Source: an optimization exercise on an open RTL-to-GDS flow (aim: small area, a short achievable clock period and few clock cycles per item). Production flows keep margins and buffers that such runs may drop. In this exercise RTL edits were held to simulation tests only and were not proved equivalent to the original. No activity file was given, so power comes from the tool's default toggle rates.

==> design/flow/design.v <==
module gcd9b_ringq #(
    parameter CAPACITY = 16,
    parameter IW       = 4         
) (
    input  wire        clk,
    input  wire        rst,
    input  wire        init,       
    input  wire        push,       
    input  wire [15:0] din,
    input  wire        pop,        
    output wire [15:0] dout,       
    output wire        empty,
    output wire        full,
    output wire [IW-1:0] rd_idx,   
    output wire [IW-1:0] wr_idx    
);
    reg [15:0]   slot [0:CAPACITY-1];
    reg [IW-1:0] r, w;
    function [IW-1:0] inc;
        input [IW-1:0] v;
        inc = (v == CAPACITY - 1) ? {IW{1'b0}} : v + 1'b1;
    endfunction
    assign empty = (r == w);
    assign full  = (inc(w) == r);
    assign dout  = slot[r];
    assign rd_idx = r;
    assign wr_idx = w;
    always @(posedge clk) begin
        if (push)
            slot[w] <= din;
    end
    always @(posedge clk) begin
        if (rst) begin
            r <= {IW{1'b0}};
            w <= {IW{1'b0}};
        end else if (init) begin
            r <= {IW{1'b0}};
            w <= {IW{1'b0}};
        end else begin
            if (push) w <= inc(w);
            if (pop)  r <= inc(r);
        end
    end
endmodule
module gcd9b_cmd #(
    parameter [15:0] CRC_POLY   = 16'h1021,
    parameter [15:0] CRC_INIT   = 16'hFFFF,
    parameter        CRC_REFOUT = 0,
    parameter [15:0] CRC_XOROUT = 16'h0000,
    parameter [8:0]  OPC_DISC   = 9'h001,
    parameter [8:0]  OPC_CHOOSE = 9'h002,
    parameter [8:0]  OPC_POLL   = 9'h003,
    parameter [8:0]  DISC_P0    = 9'h000,
    parameter [8:0]  DISC_P1    = 9'h000,
    parameter integer MAX_SLOTS = 4
) (
    input  wire        clk,
    input  wire        rst,
    input  wire        cmd_valid,
    output wire        cmd_ready,
    input  wire [31:0] cmd_word,
    output reg         rsp_valid,
    output reg  [7:0]  rsp_code,      
    output reg  [15:0] rsp_result,    
    output reg  [8:0]  err,           
    output reg  [8:0]  pins,          
    output wire [8:0]  pins_oe        
);
    localparam [7:0] OP_FQ_INIT  = 8'h10, OP_FQ_ENQ  = 8'h11, OP_FQ_DEQ = 8'h12,
                     OP_FQ_EMPTY = 8'h13, OP_FQ_FULL = 8'h14,
                     OP_DM_FEED  = 8'h30,
                     OP_FB_BUILD = 8'h40, OP_FB_RDW  = 8'h41, OP_FB_LEN = 8'h42,
                     OP_FB_CK    = 8'h43, OP_FB_ENQ  = 8'h44,
                     OP_CK_INIT  = 8'h50, OP_CK_UPD  = 8'h51, OP_CK_RD  = 8'h52,
                     OP_REG_RD   = 8'h70, OP_REG_WR  = 8'h71;
    localparam [7:0] F_NONE = 8'h00, F_ILLEGAL_CMD = 8'h01, F_BAD_FIELD = 8'h02,
                     F_FIFO_UNDERFLOW = 8'h04, F_TABLE_NOT_BUILT = 8'h06,
                     F_FRAME_RANGE = 8'h07, F_REG_ADDR = 8'h09, F_REG_RO = 8'h0A;
    localparam [7:0] A_OUT  = 8'h10, A_OUTDIR = 8'h11,
                     A_HIST0 = 8'h14, A_HIST1 = 8'h15, A_HIST2 = 8'h16, A_HIST3 = 8'h17,
                     A_CKACC = 8'h18, A_ERR = 8'h1F,
                     A_TXQR = 8'h20, A_TXQW = 8'h21, A_RXQR = 8'h22, A_RXQW = 8'h23,
                     A_FBSTAT = 8'h24;
    localparam integer TABLE_SIZE = MAX_SLOTS + 3;
    localparam [15:0]  PREAMBLE   = 16'h01FF;
    function [15:0] crc16_step;
        input [15:0] acc;
        input [15:0] w;
        integer i;
        reg b;
        begin
            crc16_step = acc;
            for (i = 15; i >= 0; i = i - 1) begin
                b = w[i] ^ crc16_step[15];
                crc16_step = {crc16_step[14:0], 1'b0} ^ (b ? CRC_POLY : 16'h0000);
            end
        end
    endfunction
    function [15:0] crc16_final;
        input [15:0] acc;
        integer i;
        reg [15:0] t;
        begin
            for (i = 0; i < 16; i = i + 1)
                t[i] = acc[15 - i];
            crc16_final = (CRC_REFOUT ? t : acc) ^ CRC_XOROUT;
        end
    endfunction
    function [3:0] frame_count;
        input integer idx;
        frame_count = (idx == 0) ? 4'd5 : 4'd4;
    endfunction
    function [15:0] frame_core;
        input integer idx;
        input integer p;
        begin
            case (p)
                0: frame_core = PREAMBLE;
                1: frame_core = {12'd0, frame_count(idx)};
                2: frame_core = {7'd0, (idx == 0) ? OPC_DISC : (idx == 1) ? OPC_CHOOSE : OPC_POLL};
                3: frame_core = (idx == 0) ? {7'd0, DISC_P0} :
                                (idx == 1) ? MAX_SLOTS - 1 : idx - 2;
                default: frame_core = {7'd0, DISC_P1};
            endcase
        end
    endfunction
    function [15:0] frame_ck;
        input integer idx;
        integer p;
        reg [15:0] acc;
        begin
            acc = CRC_INIT;
            for (p = 0; p < 5; p = p + 1)
                if (p < frame_count(idx))
                    acc = crc16_step(acc, frame_core(idx, p));
            frame_ck = crc16_final(acc);
        end
    endfunction
    reg [15:0] ck_table [0:TABLE_SIZE-1];
    integer t;
    always @(*) begin
        for (t = 0; t < TABLE_SIZE; t = t + 1)
            ck_table[t] = frame_ck(t);
    end
    function [15:0] frame_word;
        input [8:0] idx;
        input [3:0] p;
        reg [3:0]  cnt;
        begin
            cnt = frame_count(idx);
            if (p < cnt)
                frame_word = frame_core(idx, p);
            else if (p == cnt)
                frame_word = {8'd0, ck_table[idx][15:8]};
            else
                frame_word = {8'd0, ck_table[idx][7:0]};
        end
    endfunction
    localparam S_IDLE = 1'b0, S_EXEC = 1'b1;
    reg        state;
    reg [31:0] cmd_q;
    reg [3:0]  enq_pos;
    assign cmd_ready = (state == S_IDLE);
    wire [7:0]  op  = cmd_q[31:24];
    wire [3:0]  sel = cmd_q[23:20];
    wire [15:0] imm = cmd_q[15:0];
    wire        qsel = sel[0];
    wire [8:0]  fidx = imm[8:0];
    wire [7:0]  addr = cmd_q[23:16];
    reg [8:0]  hist [0:3];
    reg [15:0] acc;
    reg        built;
    reg [11:0] outdir;
    assign pins_oe = outdir[8:0];
    wire [15:0] txq_dout, rxq_dout;
    wire        txq_empty, txq_full, rxq_empty, rxq_full;
    wire [3:0]  txq_r, txq_w, rxq_r, rxq_w;
    reg         txq_init, txq_push, txq_pop;
    reg         rxq_init, rxq_push, rxq_pop;
    reg [15:0]  txq_din, rxq_din;
    gcd9b_ringq u_txq (
        .clk(clk), .rst(rst), .init(txq_init), .push(txq_push), .din(txq_din),
        .pop(txq_pop), .dout(txq_dout), .empty(txq_empty), .full(txq_full),
        .rd_idx(txq_r), .wr_idx(txq_w)
    );
    gcd9b_ringq u_rxq (
        .clk(clk), .rst(rst), .init(rxq_init), .push(rxq_push), .din(rxq_din),
        .pop(rxq_pop), .dout(rxq_dout), .empty(rxq_empty), .full(rxq_full),
        .rd_idx(rxq_r), .wr_idx(rxq_w)
    );
    wire q_empty = qsel ? rxq_empty : txq_empty;
    wire q_full  = qsel ? rxq_full  : txq_full;
    wire [15:0] q_dout = qsel ? rxq_dout : txq_dout;
    reg [31:0] mbz;
    reg        legal;
    always @(*) begin
        legal = 1'b1;
        mbz   = 32'h0;
        case (op)
            OP_FQ_INIT, OP_FQ_DEQ, OP_FQ_EMPTY, OP_FQ_FULL: mbz = 32'h00EFFFFF;
            OP_FQ_ENQ:                                      mbz = 32'h00EF0000;
            OP_DM_FEED, OP_CK_UPD:                          mbz = 32'h00FF0000;
            OP_FB_BUILD, OP_CK_INIT, OP_CK_RD:              mbz = 32'h00FFFFFF;
            OP_FB_RDW:                                      mbz = 32'h000FFE00;
            OP_FB_LEN, OP_FB_CK, OP_FB_ENQ:                 mbz = 32'h00FFFE00;
            OP_REG_RD:                                      mbz = 32'h0000FFFF;
            OP_REG_WR:                                      mbz = 32'h00000000;
            default:                                        legal = 1'b0;
        endcase
    end
    wire fb_op     = (op == OP_FB_RDW) || (op == OP_FB_LEN) ||
                     (op == OP_FB_CK)  || (op == OP_FB_ENQ);
    wire idx_bad   = (fidx >= TABLE_SIZE);
    wire pos_bad   = (op == OP_FB_RDW) && (sel >= frame_count(fidx) + 2);
    reg        reg_mapped;
    reg [15:0] reg_rdata;
    always @(*) begin
        reg_mapped = 1'b1;
        reg_rdata  = 16'h0000;
        case (addr)
            A_OUT:    reg_rdata = {7'd0, pins};
            A_OUTDIR: reg_rdata = {4'd0, outdir};
            A_HIST0:  reg_rdata = {7'd0, hist[0]};
            A_HIST1:  reg_rdata = {7'd0, hist[1]};
            A_HIST2:  reg_rdata = {7'd0, hist[2]};
            A_HIST3:  reg_rdata = {7'd0, hist[3]};
            A_CKACC:  reg_rdata = acc;
            A_ERR:    reg_rdata = {7'd0, err};
            A_TXQR:   reg_rdata = {12'd0, txq_r};
            A_TXQW:   reg_rdata = {12'd0, txq_w};
            A_RXQR:   reg_rdata = {12'd0, rxq_r};
            A_RXQW:   reg_rdata = {12'd0, rxq_w};
            A_FBSTAT: reg_rdata = {15'd0, built};
            default:  reg_mapped = 1'b0;
        endcase
    end
    wire reg_op = (op == OP_REG_RD) || (op == OP_REG_WR);
    reg [7:0] fault;
    always @(*) begin
        if (!legal)
            fault = F_ILLEGAL_CMD;
        else if ((cmd_q & mbz) != 32'h0)
            fault = F_BAD_FIELD;
        else if (fb_op && (idx_bad || pos_bad))
            fault = F_FRAME_RANGE;
        else if (fb_op && !built)
            fault = F_TABLE_NOT_BUILT;
        else if (reg_op && !reg_mapped)
            fault = F_REG_ADDR;
        else if (op == OP_REG_WR && addr != A_OUTDIR)
            fault = F_REG_RO;
        else if (op == OP_FQ_DEQ && q_empty)
            fault = F_FIFO_UNDERFLOW;
        else
            fault = F_NONE;
    end
    wire [3:0] enq_last = frame_count(fidx) + 4'd1;
    always @(*) begin
        txq_init = 1'b0; txq_push = 1'b0; txq_pop = 1'b0; txq_din = imm;
        rxq_init = 1'b0; rxq_push = 1'b0; rxq_pop = 1'b0; rxq_din = imm;
        if (state == S_EXEC && fault == F_NONE) begin
            case (op)
                OP_FQ_INIT: begin
                    txq_init = !qsel;
                    rxq_init = qsel;
                end
                OP_FQ_ENQ: begin
                    txq_push = !qsel && !txq_full;
                    rxq_push = qsel && !rxq_full;
                end
                OP_FQ_DEQ: begin
                    txq_pop = !qsel;
                    rxq_pop = qsel;
                end
                OP_FB_ENQ: begin
                    txq_din  = frame_word(fidx, enq_pos);
                    txq_push = !txq_full;
                end
                default: ;
            endcase
        end
    end
    wire [8:0] new_h0 = imm[8:0];
    wire       new_trig = (new_h0 == 9'h100) && (hist[0] == 9'h017) && (hist[1] == 9'h072);
    integer k;
    always @(posedge clk) begin
        if (rst) begin
            state      <= S_IDLE;
            cmd_q      <= 32'h0;
            enq_pos    <= 4'd0;
            rsp_valid  <= 1'b0;
            rsp_code   <= 8'h00;
            rsp_result <= 16'h0000;
            err        <= 9'h000;
            pins       <= 9'h000;
            acc        <= CRC_INIT;
            built      <= 1'b0;
            outdir     <= 12'h000;
            for (k = 0; k < 4; k = k + 1)
                hist[k] <= 9'h000;
        end else begin
            rsp_valid <= 1'b0;
            case (state)
                S_IDLE: begin
                    if (cmd_valid) begin
                        cmd_q   <= cmd_word;
                        enq_pos <= 4'd0;
                        state   <= S_EXEC;
                    end
                end
                S_EXEC: begin
                    if (fault != F_NONE) begin
                        if (!err[8])
                            err <= {1'b1, fault};
                        rsp_code  <= fault;
                        rsp_valid <= 1'b1;
                        state     <= S_IDLE;
                    end else begin
                        rsp_code <= F_NONE;
                        case (op)
                            OP_FQ_DEQ:   rsp_result <= q_dout;
                            OP_FQ_EMPTY: rsp_result <= {15'd0, q_empty};
                            OP_FQ_FULL:  rsp_result <= {15'd0, q_full};
                            OP_DM_FEED: begin
                                hist[0] <= new_h0;
                                hist[1] <= hist[0];
                                hist[2] <= hist[1];
                                hist[3] <= hist[2];
                                pins    <= {new_trig, imm[11:4]};
                            end
                            OP_FB_BUILD: built <= 1'b1;
                            OP_FB_RDW:   rsp_result <= frame_word(fidx, sel);
                            OP_FB_LEN:   rsp_result <= {12'd0, frame_count(fidx)};
                            OP_FB_CK:    rsp_result <= ck_table[fidx];
                            OP_CK_INIT:  acc <= CRC_INIT;
                            OP_CK_UPD:   acc <= crc16_step(acc, imm);
                            OP_CK_RD:    rsp_result <= crc16_final(acc);
                            OP_REG_RD:   rsp_result <= reg_rdata;
                            OP_REG_WR:   outdir <= imm[11:0];
                            default: ;
                        endcase
                        if (op == OP_FB_ENQ && enq_pos != enq_last) begin
                            enq_pos <= enq_pos + 4'd1;
                        end else begin
                            rsp_valid <= 1'b1;
                            state     <= S_IDLE;
                        end
                    end
                end
            endcase
        end
    end
endmodule
==> design/flow/run.sh <==
#!/bin/bash
# synth_recipe.tcl (not shown) runs the flow's synth.tcl, then flattens the netlist and writes it again
# the make line also repeats each setting of config.mk as NAME=value (left out here)
make -C /OpenROAD-flow-scripts/flow DESIGN_CONFIG=/design/flow/config.mk WORK_HOME=/design/flow/orfs CLKGATE_MAP_FILE= SYNTH_SCRIPT=/design/flow/synth_recipe.tcl finish
==> design/flow/config.mk <==
export PLATFORM = sky130hd
export DESIGN_NAME = gcd9b_cmd
export DESIGN_NICKNAME = gcd9b_cmd
export VERILOG_FILES = /design/flow/design.v
export SDC_FILE = /design/flow/constraint.sdc
export NUM_CORES = 4
export LEC_CHECK = 0
export CAP_MARGIN = 20
export CORE_MARGIN = 2
export CORE_UTILIZATION = 40
export PLACE_DENSITY = 0.6
export SLEW_MARGIN = 20
==> design/flow/constraint.sdc <==
create_clock -name core_clock -period 8.0 [get_ports {clk}]
set_input_delay 1.6000 -clock core_clock [delete_from_list [all_inputs] [get_ports {clk}]]
set_output_delay 1.6000 -clock core_clock [all_outputs]
set_load 0.01 [all_outputs]
==> results.py <==
metrics = {
    "clock_tree": {
        "htree_levels": 3,
        "cts-root-buf": "clkbuf_16",
        "cts_tree": "done",
        "clk_pin_slew_worst_paths_ps": 60,
        "clock_latency_ps": 620,
        "clock_sinks": 668,
        "post_cts_buffers": 0,
        "cts_hold_buf": 0,
        "cts_buffers": 71,
        "cts_buffer_depth": 3,
        "cts_resized": 0,
    },
    "routing": {
        "drt_iter0_drc": 2677,
        "wl_met3_um": 8930,
        "wl_met1_um": 39000,
        "wl_per_cell_um": 28.8,
        "num_vias": 19500,
        "viasPerCell": 6.13,
        "drtAntennaViolNets": 0,
        "drt_wl_total_um": 91400,
        "drc": 0,
        "first_pass_iters": 7,
        "top_layer": "met5",
        "wl_met2_um": 40900,
    },
    "outcome": {
        "status": "no timing/DRC/antenna violations",
    },
    "worst_setup_path": {
        "r2r-end": "u_txq.slot[2][9]$_DFFE_PP_",
        "timing.rr.start": "cmd_q[2]$_SDFFE_PP0P_",
        "reg2reg_slack_ps": 2150,
        "cp.arrival_ps": 6090,
        "crit_type": "reg2reg",
        "rr_worst_depth": 12,
        "crit_start": "cmd_q[2]$_SDFFE_PP0P_",
        "startpoint_type": "flip-flop",
        "crit_end": "u_txq.slot[2][9]$_DFFE_PP_",
        "critical_path_required_ps": 8240,
        "cp-end-kind": "flip-flop",
        "cp_max_fo": 43,
    },
    "yosys": {
        "netlist_instances": 2112,
        "synth_flop_cell": "edfxtp_1",
        "synth-seq-cells": 668,
        "synth-seq-area-share_pct": 62.9,
        "yosys_warnings": 4,
        "synth_area_um2": 29400,
        "synth-edff-count": 512,
        "ys_types": 91,
        "postSynth.asyncResetShare_pct": 0,
        "avgSynthCellArea_um2": 13.9,
    },
    "die": {
        "dieHeight_um": 275,
        "start_util_pct": 40.4,
        "core_area_um2": 72800,
        "top_level_ports": 88,
        "rows": 99,
        "die_w_um": 275,
        "die-area_um2": 75700,
    },
    "pwr": {
        "p_switching_w": 0.00168,
        "switching_share_pct": 22.4,
        "peakVddDrop_mv": 0.202,
        "internal_power_w": 0.00579,
        "power.leakage_nw": 10.8,
        "p_comb_share_pct": 5.2,
        "clockPowerShare_pct": 44.4,
        "seqPwrFrac_pct": 50.4,
        "power.density_nw_per_um2": 223,
    },
    "finish": {
        "nets": 2219,
        "fill_cells": 6400,
        "syn2layout_area_growth_pct": 14.0,
        "drive_gt1_share_pct": 16.4,
    },
    "grt": {
        "grt_pass1_wl_um": 130000,
        "gr-total-overflow": 0,
        "grt_max_degree": 83,
        "antenna_found_initial": 7,
        "grt_pass1_vias": 18500,
        "grt.total_usage_pct": 24.0,
    },
    "sta": {
        "setup_viol": 0,
        "worstMarginPinSlew_ps": 1100,
        "fin_tns_setup_ps": 0,
        "finalMaxSlewViolations": 0,
        "finalClockSkew_ps": 26.7,
        "rsz0062_at_grt": "false",
        "timing.fmax_mhz": 171,
        "period_share_pct": 73.1,
        "hold_violations": 0,
        "layout_min_cycle_time_ps": 5850,
        "finalHoldWorstSlack_ps": 453,
        "max-slew-margin-rel_pct": 26.6,
    },
    "place": {
        "port_buffers": 79,
        "routabilityCongestion": 0.962,
        "dp_hpwl_um": 61700,
    },
    "hold_path": {
        "hp-class": "reg2reg",
    },
    "flow_run": {
        "drv_cap": 0,
    },
}
cells in the mapped netlist (6+ instances only):
| master | number | area share [%] |
|---|---|---|
| mux2_2 | 7 | 0.27 |
| a21o_1 | 9 | 0.23 |
| a22oi_1 | 44 | 1.1 |
| o21bai_1 | 7 | 0.18 |
| nand2_1 | 236 | 3.0 |
| mux2i_1 | 10 | 0.34 |
| and3_1 | 32 | 0.68 |
| nor2b_1 | 17 | 0.36 |
| o211ai_1 | 14 | 0.36 |
| buf_1 | 16 | 0.20 |
| o21ai_0 | 47 | 0.80 |
| a22o_1 | 19 | 0.57 |
| or4_1 | 7 | 0.18 |
| a21oi_1 | 169 | 2.9 |
| nor3_1 | 41 | 0.70 |
| and4_1 | 9 | 0.27 |
| and2_1 | 13 | 0.28 |
| clkbuf_1 | 99 | 1.3 |
| o22ai_1 | 6 | 0.13 |
| xnor2_1 | 46 | 1.4 |
| buf_4 | 25 | 0.64 |
| ha_1 | 19 | 0.81 |
| a211oi_1 | 16 | 0.41 |
| nor2_1 | 86 | 1.1 |
| nor4_1 | 16 | 0.34 |
| nand3_1 | 40 | 0.68 |
| buf_2 | 23 | 0.39 |
| xor2_1 | 24 | 0.72 |
| nand4_1 | 15 | 0.32 |
| edfxtp_1 | 512 | 52 |
| inv_1 | 19 | 0.24 |
| nand2b_1 | 19 | 0.40 |
| mux4_2 | 149 | 11 |
| dfxtp_1 | 156 | 11 |
| a31oi_1 | 14 | 0.30 |
cell usage in the layout (no fill, tap or decap), types with 24 or more instances in the layout:
| cell | synthesis | layout |
|---|---|---|
| edfxtp_1 | 512 | 512 |
| nand2_1 | 236 | 235 |
| a21oi_1 | 169 | 169 |
| mux4_2 | 149 | 149 |
| dfxtp_1 | 156 | 149 |
| nor2_1 | 86 | 83 |
| clkdlybuf4s50_1 | 0 | 78 |
| clkbuf_16 | 0 | 73 |
| buf_4 | 25 | 60 |
| o21ai_0 | 47 | 47 |
| xnor2_1 | 46 | 46 |
| a22oi_1 | 44 | 44 |
| nand3_1 | 40 | 40 |
| nor3_1 | 41 | 37 |
| and3_1 | 32 | 31 |
| xor2_1 | 24 | 24 |
area by class of cell:
| class | instances | area, um2 | area share [%] |
|---|---|---|---|
| flip-flops and latches | 668 | 18500 | 55.3 |
| multi-input cells | 1265 | 10100 | 30.2 |
| clock buffers | 85 | 1890 | 5.65 |
| repair buffers | 138 | 1230 | 3.68 |
| well taps | 959 | 1200 | 3.58 |
| clock inverters | 42 | 453 | 1.35 |
| inverters | 21 | 78.8 | 0.235 |
| diodes | 1 | 2.50 | 0.00747 |
cells by family after synthesis:
| group | share of synthesized area (%) |
|---|---|
| mux | 12.1 |
| compound gates | 9.20 |
| other cells | 0.0128 |
| xor+xnor | 2.09 |
| buf+inv | 2.84 |
| flops | 62.9 |
| fa+ha+maj | 0.809 |
| simple gates | 10.1 |
metrics by stage:
step,power [W],cell area (um2),worst slack (ps),std cells,util (%)
after global placement,0.00421,31100,2390,3051,42.8
after detailed placement,0.00422,31100,2260,3051,42.8
after floorplan,0.00407,29400,3630,2119,-
after global routing,0.00767,33500,1820,3178,46.0
after CTS,0.00750,33500,2260,3178,46.0
final,0.00747,33500,2150,3179,46.0
power by group through the flow:
stage	Combinational (W)	Sequential, W	Clock (W)
2_1_floorplan	0.000228	0.00384	0
3_3_place_gp	0.000375	0.00383	0
3_5_place_dp	0.000379	0.00384	0
4_1_cts	0.000381	0.00376	0.00336
5_1_grt	0.000412	0.00376	0.00350
6_report	0.000390	0.00376	0.00331
critical path, stage by stage (launching register included):
cell and delay [ps]:
dfxtp_1 300, buf_4 270, or4_1 710, or3_4 460, inv_1 190, ha_1 290, nand2b_1 150, a31oi_1 220
o211ai_1 170, a2bb2oi_1 260, nand4_1 550, nor2_1 1030, and3_1 860
how the worst min path moves through the flow:
stage | from | endpoint | slack, ps | depth (start not counted)
finish | hist[3][5]$_SDFFE_PP0P_ | hist[3][5]$_SDFFE_PP0P_ | 450 | 2
global route | hist[3][1]$_SDFFE_PP0P_ | hist[3][1]$_SDFFE_PP0P_ | 480 | 2
CTS | hist[3][5]$_SDFFE_PP0P_ | hist[3][5]$_SDFFE_PP0P_ | 450 | 2
detailed placement | hist[3][5]$_SDFFE_PP0P_ | hist[3][5]$_SDFFE_PP0P_ | 450 | 2
global placement | hist[3][3]$_SDFFE_PP0P_ | hist[3][3]$_SDFFE_PP0P_ | 440 | 2
floorplan | hist[3][2]$_SDFFE_PP0P_ | hist[3][2]$_SDFFE_PP0P_ | 430 | 2
sequential cells by signal, indices dropped and copies added (netlist names), 4 cells and up, named ones only:
name and cells:
err 5, enq_pos 4, u_rxq.r 4, cmd_q 32
u_txq.w 4, u_txq.slot 256, pins 5, rsp_result 16
u_txq.r 4, hist 35, u_rxq.slot 256, rsp_code 4
u_rxq.w 4, acc 16, outdir 12
metal layers:
metal	vias up	track usage, %
li1	8285	-
met1	10000	35.0
met2	1020	35.8
met3	166	5.75
met4	6	6.74
met5	-	0
Testbench counts, summed over its fixed seeds: cycles 25,337, items 12,000.

-- afterwards: timing with drivers on the ports --
How much do the figures lean on ideal ports? The routed layout below was timed once more, with nothing changed but the port constraints.
Step 1 assumes that a clkbuf_16 drives the clock port and a buf_2 every other input.
Step 2 times the ports against the registers' clock, not the clock port: input delays grow and output delays shrink by t, the midpoint of the rising clock arrivals with the driver on.
a / b / c = no drivers / after step 1 / after step 2; a / b = the first two.
t (ns): 0.676
setup slack, ns: 2.154 / 2.154 / 2.154
hold slack, ns: 0.453 / 0.453 / 0.453
After both steps this run still meets setup and hold. For this run, drivers alone change the setup slack by 0.000 ns; drivers and shift together by 0.000 ns.
